From an optimization exercise on the open Yosys and OpenROAD flow, aimed at small area, a short achievable clock period and few clock cycles per item; shortcuts taken in it are not production practice.
Function was checked by simulation only, so behaviour that the tests miss may differ from the original.
Power and IR drop assume default switching activity.

==> inputs of run a <==
==> flow/design.v <==
module ymodem_rx_unit (
    input  wire        clk,
    input  wire        rst,           
    input  wire        cmd_valid,
    output wire        cmd_ready,
    input  wire [15:0] cmd,
    output reg         res_valid,
    output reg  [1:0]  res_st,        
    output reg  [31:0] res_val,
    output reg  [1:0]  res_tx_n,      
    output reg  [7:0]  res_tx0,
    output reg  [7:0]  res_tx1,
    output reg  [1:0]  res_ev_n,      
    output reg  [2:0]  res_ev0,
    output reg  [2:0]  res_ev1,
    output reg  [3:0]  res_ev_code,   
    output reg         res_pay        
);
    localparam IDLE = 0, LEAD = 1, SEQ = 2, CMP = 3, DATA = 4, CRCH = 5,
               CRCL = 6, PURGE = 7, DONE = 8, FAILED = 9;
    function [15:0] crc_step;
        input [15:0] c;
        input [7:0]  d;
        integer i;
        begin
            crc_step = c ^ {d, 8'h00};
            for (i = 0; i < 8; i = i + 1)
                crc_step = crc_step[15] ? ((crc_step << 1) ^ 16'h1021) : (crc_step << 1);
        end
    endfunction
    reg        fault;
    reg [15:0] crc_acc;
    reg [9:0]  ph;            
    reg [7:0]  rx_exp;
    reg        rx_hdr;
    reg        rx_big;
    reg [1:0]  rx_eotc;
    reg [1:0]  rx_canc;
    reg [2:0]  rx_retry;
    reg [3:0]  rx_err;
    reg [15:0] rx_crc;        
    reg [9:0]  rx_cnt;
    reg        rx_nz;         
    reg [1:0]  rx_pend;       
    wire [7:0] c_op  = cmd[15:8];
    wire [7:0] c_imm = cmd[7:0];
    wire       c_v   = cmd_valid & ~rst;
    wire       c_z   = (c_imm == 8'd0);
    wire c_hi0 = (c_op[7:4] == 4'h0);
    wire c_hi1 = (c_op[7:4] == 4'h1);
    wire c_hi3 = (c_op[7:4] == 4'h3);
    wire c_lo0 = (c_op[3:0] == 4'h0);
    wire c_lo1 = (c_op[3:0] == 4'h1);
    wire c_lo2 = (c_op[3:0] == 4'h2);
    wire c_lo3 = (c_op[3:0] == 4'h3);
    wire c_lo4 = (c_op[3:0] == 4'h4);
    wire c_sys   = c_hi0 & (c_lo1 | c_lo2) & c_z;
    wire c_legal = (c_hi0 & c_lo0 & c_z) | (c_hi1 & (c_lo0 | c_lo2) & c_z) | (c_hi1 & c_lo1)
                 | (c_hi3 & (c_lo0 | c_lo2 | c_lo3 | c_lo4) & c_z) | (c_hi3 & c_lo1);
    wire c_sx  = (c_imm == 8'h01) | (c_imm == 8'h02);
    wire c_eot = (c_imm == 8'h04);
    wire c_can = (c_imm == 8'h18);
    reg       cv;             
    reg [7:0] imm;            
    reg       op_reset, op_gf, op_bad, st_flt;
    reg       e_cinit, e_cbyte, e_cread, e_start, rxb, tmo, e_abort, e_status;
    reg       rxk;            
    reg       z, d_sx, d_eot, d_can, d_oth;
    reg       lo_ok;          
    wire fault_nx = ~op_reset & (fault | op_bad);
    wire c_run    = c_v & ~fault_nx;
    always @(posedge clk) begin
        cv       <= c_v;
        imm      <= c_imm;
        op_reset <= c_v & c_hi0 & c_lo1 & c_z;
        op_gf    <= c_v & c_hi0 & c_lo2 & c_z;
        op_bad   <= c_v & ~c_sys & ~c_legal;
        st_flt   <= ~c_sys & (~c_legal | fault_nx);
        e_cinit  <= c_run & c_hi1 & c_lo0 & c_z;
        e_cbyte  <= c_run & c_hi1 & c_lo1;
        e_cread  <= c_run & c_hi1 & c_lo2 & c_z;
        e_start  <= c_run & c_hi3 & c_lo0 & c_z;
        rxb      <= c_run & c_hi3 & c_lo1;
        tmo      <= c_run & c_hi3 & c_lo2 & c_z;
        e_abort  <= c_run & c_hi3 & c_lo3 & c_z;
        e_status <= c_run & c_hi3 & c_lo4 & c_z;
        rxk      <= c_run & c_hi3 & (c_lo1 | ((c_lo0 | c_lo2 | c_lo3) & c_z));
        z        <= c_z;
        d_sx     <= c_sx;
        d_eot    <= c_eot;
        d_can    <= c_can;
        d_oth    <= ~(c_sx | c_eot | c_can);
        lo_ok    <= (c_imm == rx_crc[7:0]);
    end
    wire ph_act    = ph[LEAD] | ph[SEQ] | ph[CMP] | ph[DATA] | ph[CRCH] | ph[CRCL];
    wire ph_off    = ph[IDLE] | ph[DONE] | ph[FAILED];
    wire last      = rx_big ? (&rx_cnt) : (&rx_cnt[6:0]);
    wire pend_ok   = (rx_pend == 2'd0);
    wire chk_ok    = pend_ok & lo_ok;
    wire crcl      = rxb & ph[CRCL];
    wire acc       = crcl & chk_ok;
    wire null_hdr  = ~rx_hdr & ~rx_nz;
    wire acc_null  = acc & null_hdr;
    wire acc_blk   = acc & ~null_hdr;
    wire lead      = rxb & ph[LEAD];
    wire lead_sx   = lead & d_sx;
    wire eot_lead  = lead & d_eot;
    wire can_lead  = lead & d_can;
    wire eot_done  = eot_lead & rx_eotc[0];
    wire can_fail  = can_lead & rx_canc[0];
    wire nak_lead  = lead & d_oth;
    wire nak_crcl  = crcl & ~chk_ok;
    wire nak_tmo   = tmo & ph_act;
    wire nak       = nak_lead | nak_crcl | nak_tmo;
    wire at_limit  = rx_retry[2] & ~rx_retry[0];         
    wire nak_fail  = nak & at_limit;
    wire nak_purge = nak & ~at_limit;
    wire [3:0] nak_reason = tmo ? 4'd4 : nak_lead ? 4'd5 :
                            ~pend_ok ? {2'b00, rx_pend} : 4'd3;
    wire abort     = e_abort & (ph_act | ph[PURGE]);
    wire purge_end = tmo & ph[PURGE];
    wire ctl       = e_start | tmo | e_abort;             
    wire [9:0] ph_n;
    assign ph_n[IDLE]   = ph[IDLE] & ~e_start;
    assign ph_n[LEAD]   = e_start | purge_end | acc_blk
                        | (ph[LEAD] & ~tmo & ~e_abort
                           & ~(rxb & (d_sx | d_oth | (d_eot & rx_eotc[0]) | (d_can & rx_canc[0]))));
    assign ph_n[SEQ]    = lead_sx | (ph[SEQ] & ~rxk);
    assign ph_n[CMP]    = (rxb & ph[SEQ]) | (ph[CMP] & ~rxk);
    assign ph_n[DATA]   = (rxb & ph[CMP]) | (ph[DATA] & ~ctl & ~(rxb & last));
    assign ph_n[CRCH]   = (rxb & ph[DATA] & last) | (ph[CRCH] & ~rxk);
    assign ph_n[CRCL]   = (rxb & ph[CRCH]) | (ph[CRCL] & ~rxk);
    assign ph_n[PURGE]  = nak_purge | (ph[PURGE] & ~ctl);
    assign ph_n[DONE]   = eot_done | acc_null | (ph[DONE] & ~e_start);
    assign ph_n[FAILED] = can_fail | nak_fail | abort | (ph[FAILED] & ~e_start);
    wire clr = rst | op_reset;
    wire [3:0] ph_code = {ph[DONE] | ph[FAILED],
                          ph[DATA] | ph[CRCH] | ph[CRCL] | ph[PURGE],
                          ph[SEQ] | ph[CMP] | ph[CRCL] | ph[PURGE],
                          ph[LEAD] | ph[CMP] | ph[CRCH] | ph[PURGE] | ph[FAILED]};
    always @(posedge clk) begin
        res_valid <= cv & ~rst;
        res_st <= st_flt ? 2'd2 : (rxb & ph_off) ? 2'd1 : 2'd0;
        res_val <= 32'd0;
        if (op_gf)
            res_val[0] <= fault;
        else if (e_cread)
            res_val[15:0] <= crc_acc;
        else if (e_status)
            res_val[25:0] <= {rx_big, rx_hdr, rx_exp, rx_canc, rx_eotc,
                              1'b0, rx_retry, rx_err, ph_code};
        res_tx_n <= {acc_blk & ~rx_hdr,
                     e_start | eot_lead | can_lead | (acc_blk & rx_hdr) | purge_end};
        begin : tx0
            reg is_c, is_n;
            is_c = e_start;
            is_n = tmo | (~ph[CRCL] & imm[2] & ~rx_eotc[0]);
            res_tx0 <= {1'b0, is_c, 1'b0, is_n, 1'b0, ~is_c, ~is_n, is_c | is_n};
        end
        res_tx1 <= 8'h43;
        res_ev_n <= {acc_null, acc_blk | eot_done | can_fail | nak_fail | abort};
        res_ev0  <= acc ? (rx_hdr ? 3'd3 : rx_nz ? 3'd1 : 3'd2) :
                    eot_done ? 3'd4 : 3'd5;
        res_ev1  <= 3'd4;
        res_ev_code <= {e_abort, ~e_abort, ~e_abort, d_can};
        res_pay <= rxb & ph[DATA];
        if (clr) begin
            fault    <= 1'b0;
            crc_acc  <= 16'd0;
            ph       <= 10'd1;
            rx_exp   <= 8'd0;
            rx_hdr   <= 1'b0;
            rx_big   <= 1'b0;
            rx_eotc  <= 2'd0;
            rx_canc  <= 2'd0;
            rx_retry <= 3'd0;
            rx_err   <= 4'd0;
        end else begin
            if (op_bad)
                fault <= 1'b1;
            if (e_cinit)
                crc_acc <= 16'd0;
            if (e_cbyte)
                crc_acc <= crc_step(crc_acc, imm);
            ph <= ph_n;
            if (e_start) begin
                rx_exp   <= 8'd0;
                rx_hdr   <= 1'b0;
                rx_big   <= 1'b0;
            end
            if (lead_sx)
                rx_big <= imm[1];
            if (acc_blk) begin
                rx_hdr <= 1'b1;
                rx_exp <= rx_exp + 8'd1;
            end
            if (e_start | nak_tmo | (lead & ~d_eot))
                rx_eotc <= 2'd0;
            else if (eot_lead)
                rx_eotc <= rx_eotc + 2'd1;
            if (e_start | nak_tmo | (lead & ~d_can))
                rx_canc <= 2'd0;
            else if (can_lead)
                rx_canc <= rx_canc + 2'd1;
            if (e_start | acc)
                rx_retry <= 3'd0;
            else if (nak)
                rx_retry <= rx_retry + 3'd1;
            if (e_start | acc)
                rx_err <= 4'd0;
            else if (nak_fail)
                rx_err <= 4'd6;
            else if (nak_purge)
                rx_err <= nak_reason;
            else if (can_fail)
                rx_err <= 4'd7;
            else if (abort)
                rx_err <= 4'd8;
        end
        if (rxb) begin
            if (ph[SEQ])
                rx_crc[7:0] <= imm;
            if (ph[CMP]) begin
                rx_crc  <= 16'd0;
                rx_cnt  <= 10'd0;
                rx_nz   <= 1'b0;
                rx_pend <= (imm != ~rx_crc[7:0]) ? 2'd1 :
                           (rx_crc[7:0] != rx_exp) ? 2'd2 : 2'd0;
            end
            if (ph[DATA]) begin
                rx_crc <= crc_step(rx_crc, imm);
                rx_cnt <= rx_cnt + 10'd1;
                if (~z) rx_nz <= 1'b1;
            end
            if (ph[CRCH] & pend_ok & (imm != rx_crc[15:8]))
                rx_pend <= 2'd3;
        end
    end
    assign cmd_ready = 1'b1;
endmodule
==> flow/flow/run.sh <==
#!/bin/bash
# The standard layout (standard.sh, its synthesis unchanged in its registers),
# with the extra ORFS settings of flow/extra.mk appended to config.mk.
set -o pipefail
cat flow/extra.mk >> config.mk
bash standard.sh > standard.log 2>&1
==> flow/flow/extra.mk <==
export BUFFER_PORTS_ARGS = -buffer_cell sky130_fd_sc_hd__buf_2
export DONT_USE_CELLS += sky130_fd_sc_hd__or4_1 sky130_fd_sc_hd__or4_2 sky130_fd_sc_hd__or4_4 sky130_fd_sc_hd__or4b_1 sky130_fd_sc_hd__or4b_2 sky130_fd_sc_hd__or4b_4 sky130_fd_sc_hd__or4bb_1 sky130_fd_sc_hd__or4bb_2 sky130_fd_sc_hd__or4bb_4 sky130_fd_sc_hd__nor4_1 sky130_fd_sc_hd__nor4_2 sky130_fd_sc_hd__nor4_4 sky130_fd_sc_hd__nor4b_1 sky130_fd_sc_hd__nor4b_2 sky130_fd_sc_hd__nor4b_4 sky130_fd_sc_hd__nor4bb_1 sky130_fd_sc_hd__nor4bb_2 sky130_fd_sc_hd__nor4bb_4 sky130_fd_sc_hd__or3_1 sky130_fd_sc_hd__or3_2 sky130_fd_sc_hd__or3_4 sky130_fd_sc_hd__or3b_1 sky130_fd_sc_hd__or3b_2 sky130_fd_sc_hd__or3b_4 sky130_fd_sc_hd__a2111oi_0 sky130_fd_sc_hd__a2111oi_1 sky130_fd_sc_hd__a2111oi_2 sky130_fd_sc_hd__a2111oi_4 sky130_fd_sc_hd__a2111o_1 sky130_fd_sc_hd__a2111o_2 sky130_fd_sc_hd__a2111o_4 sky130_fd_sc_hd__clkdlybuf4s50_1 sky130_fd_sc_hd__clkdlybuf4s50_2
export ABC_CLOCK_PERIOD_IN_PS = 2000
export SETUP_SLACK_MARGIN = 2.25
export CTS_ARGS = -sink_clustering_enable -repair_clock_nets -root_buf sky130_fd_sc_hd__clkbuf_16 -buf_list {sky130_fd_sc_hd__clkbuf_8} -dont_use_dummy_load
export ABC_AREA = 1
==> flow/standard.sh <==
#!/bin/bash
# synth_recipe.tcl (not shown) runs the flow's synth.tcl, then flattens the netlist and writes it again
# the make line also repeats each setting of config.mk as NAME=value (left out here)
make -C /OpenROAD-flow-scripts/flow DESIGN_CONFIG=/design/flow/config.mk WORK_HOME=/design/flow/orfs CLKGATE_MAP_FILE= SYNTH_SCRIPT=/design/flow/synth_recipe.tcl "${@:-finish}"
==> flow/config.mk <==
export PLATFORM = sky130hd
export DESIGN_NAME = ymodem_rx_unit
export DESIGN_NICKNAME = ymodem_rx_unit
export VERILOG_FILES = /design/flow/design.v
export SDC_FILE = /design/flow/constraint.sdc
export NUM_CORES = 4
export LEC_CHECK = 0
export CAP_MARGIN = 20
export CORE_MARGIN = 2
export CORE_UTILIZATION = 40
export SLEW_MARGIN = 20
export BUFFER_PORTS_ARGS = -buffer_cell sky130_fd_sc_hd__buf_2
export DONT_USE_CELLS += sky130_fd_sc_hd__or4_1 sky130_fd_sc_hd__or4_2 sky130_fd_sc_hd__or4_4 sky130_fd_sc_hd__or4b_1 sky130_fd_sc_hd__or4b_2 sky130_fd_sc_hd__or4b_4 sky130_fd_sc_hd__or4bb_1 sky130_fd_sc_hd__or4bb_2 sky130_fd_sc_hd__or4bb_4 sky130_fd_sc_hd__nor4_1 sky130_fd_sc_hd__nor4_2 sky130_fd_sc_hd__nor4_4 sky130_fd_sc_hd__nor4b_1 sky130_fd_sc_hd__nor4b_2 sky130_fd_sc_hd__nor4b_4 sky130_fd_sc_hd__nor4bb_1 sky130_fd_sc_hd__nor4bb_2 sky130_fd_sc_hd__nor4bb_4 sky130_fd_sc_hd__or3_1 sky130_fd_sc_hd__or3_2 sky130_fd_sc_hd__or3_4 sky130_fd_sc_hd__or3b_1 sky130_fd_sc_hd__or3b_2 sky130_fd_sc_hd__or3b_4 sky130_fd_sc_hd__a2111oi_0 sky130_fd_sc_hd__a2111oi_1 sky130_fd_sc_hd__a2111oi_2 sky130_fd_sc_hd__a2111oi_4 sky130_fd_sc_hd__a2111o_1 sky130_fd_sc_hd__a2111o_2 sky130_fd_sc_hd__a2111o_4 sky130_fd_sc_hd__clkdlybuf4s50_1 sky130_fd_sc_hd__clkdlybuf4s50_2
export ABC_CLOCK_PERIOD_IN_PS = 2000
export SETUP_SLACK_MARGIN = 2.25
export CTS_ARGS = -sink_clustering_enable -repair_clock_nets -root_buf sky130_fd_sc_hd__clkbuf_16 -buf_list {sky130_fd_sc_hd__clkbuf_8} -dont_use_dummy_load
export ABC_AREA = 1
==> flow/constraint.sdc <==
create_clock -name core_clock -period 4.0 [get_ports {clk}]
set_input_delay 0.8000 -clock core_clock [delete_from_list [all_inputs] [get_ports {clk}]]
set_output_delay 0.8000 -clock core_clock [all_outputs]
set_load 0.01 [all_outputs]
==> inputs of run b, as changes to run a <==
--- a/flow/flow/extra.mk
+++ b/flow/flow/extra.mk
@@ -4,3 +4,2 @@
 export SETUP_SLACK_MARGIN = 2.25
-export CTS_ARGS = -sink_clustering_enable -repair_clock_nets -root_buf sky130_fd_sc_hd__clkbuf_16 -buf_list {sky130_fd_sc_hd__clkbuf_8} -dont_use_dummy_load
-export ABC_AREA = 1
+export CTS_ARGS = -sink_clustering_enable -repair_clock_nets -buf_list {sky130_fd_sc_hd__clkbuf_4 sky130_fd_sc_hd__clkbuf_8} -dont_use_dummy_load
--- a/flow/config.mk
+++ b/flow/config.mk
@@ -9,3 +9,3 @@
 export CORE_MARGIN = 2
-export CORE_UTILIZATION = 40
+export CORE_UTILIZATION = 65
 export SLEW_MARGIN = 20
@@ -15,3 +15,2 @@
 export SETUP_SLACK_MARGIN = 2.25
-export CTS_ARGS = -sink_clustering_enable -repair_clock_nets -root_buf sky130_fd_sc_hd__clkbuf_16 -buf_list {sky130_fd_sc_hd__clkbuf_8} -dont_use_dummy_load
-export ABC_AREA = 1
+export CTS_ARGS = -sink_clustering_enable -repair_clock_nets -buf_list {sky130_fd_sc_hd__clkbuf_4 sky130_fd_sc_hd__clkbuf_8} -dont_use_dummy_load
==> qor summary <==
metric	run b	run a
Status	complete, no violations	complete, no violations
Sequential-to-total area share from yosys stat	49.74%	49.58%
Wire length of the first global-routing pass	24.07 mm	25.33 mm
Cell total after placement	837	1072
Vias in the first global route	4762	4797
NonClk Buf Share	5.845%	4.783%
Post-route clock skew	26.41 ps	17.90 ps
Total Routing Usage GR	28.57%	18.51%
Pre-CTS setup slack	1517 ps	1914 ps
Maximum number of pins on one net before global-route repair	29	30
Post-route total power	2.540 mW	2.560 mW
Slowest cell on the critical path	dfxtp_2	edfxtp_1
Overall die height	104.9 um	132.9 um
Wirelength, routed	16.07 mm	15.97 mm
Part of the power in the clock network	33.3%	34.6%
Routed metal-1 wirelength	6.701 mm	8.063 mm
Portion of total power attributed to sequential cells	61.4%	60.9%
Instance count of the mapped netlist	669	807
Number of signal-net buffers in the layout	75	68
WP data required	4160 ps	4100 ps
Multiplexer share of the synthesized area	0.7560%	0%
Fraction of the cycle the final worst path needs	42.89%	41.24%
Most used standard cell by instance count after synthesis	dfxtp_1	nand2_1
Net count of the finished layout	754	896
Met3 usage in global routing	6.800%	3.793%
Testbench counts of run a, summed over its fixed seeds: cycles 41,589, commands 41,581.
Testbench counts of run b, summed over its fixed seeds: cycles 41,589, commands 41,581.

[separate check: timing with driven ports]
The results above use ideal ports. As a check the final layouts listed here were re-extracted and re-timed, cells and wires unchanged.
Step 1, drivers: a clkbuf_16 drives clk and a buf_2 each remaining input, both assumed.
Step 2 also shifts input and output timing later by t, the mid clock arrival at the registers, as if the neighbouring blocks saw the same clock.
Three values: no drivers, after step 1, after step 2; two values: the first two.
run | t (ns) | setup slack, ns | hold WS [ns] | worst register clock-pin slew, ns | worst data-port slew with drivers (ns)
run a | 0.414 | 2.350 / 2.311 / 2.055 | 0.406 / 0.406 / 0.406 | 0.08 / 0.08 | 0.03
run b | 0.471 | 2.284 / 2.273 / 1.864 | 0.367 / 0.367 / 0.367 | 0.09 / 0.09 | 0.03
After both steps setup and hold are still met in every run listed. The setup slack of run b, which loses most, moves by -0.011 ns with the drivers and by -0.420 ns with both steps.
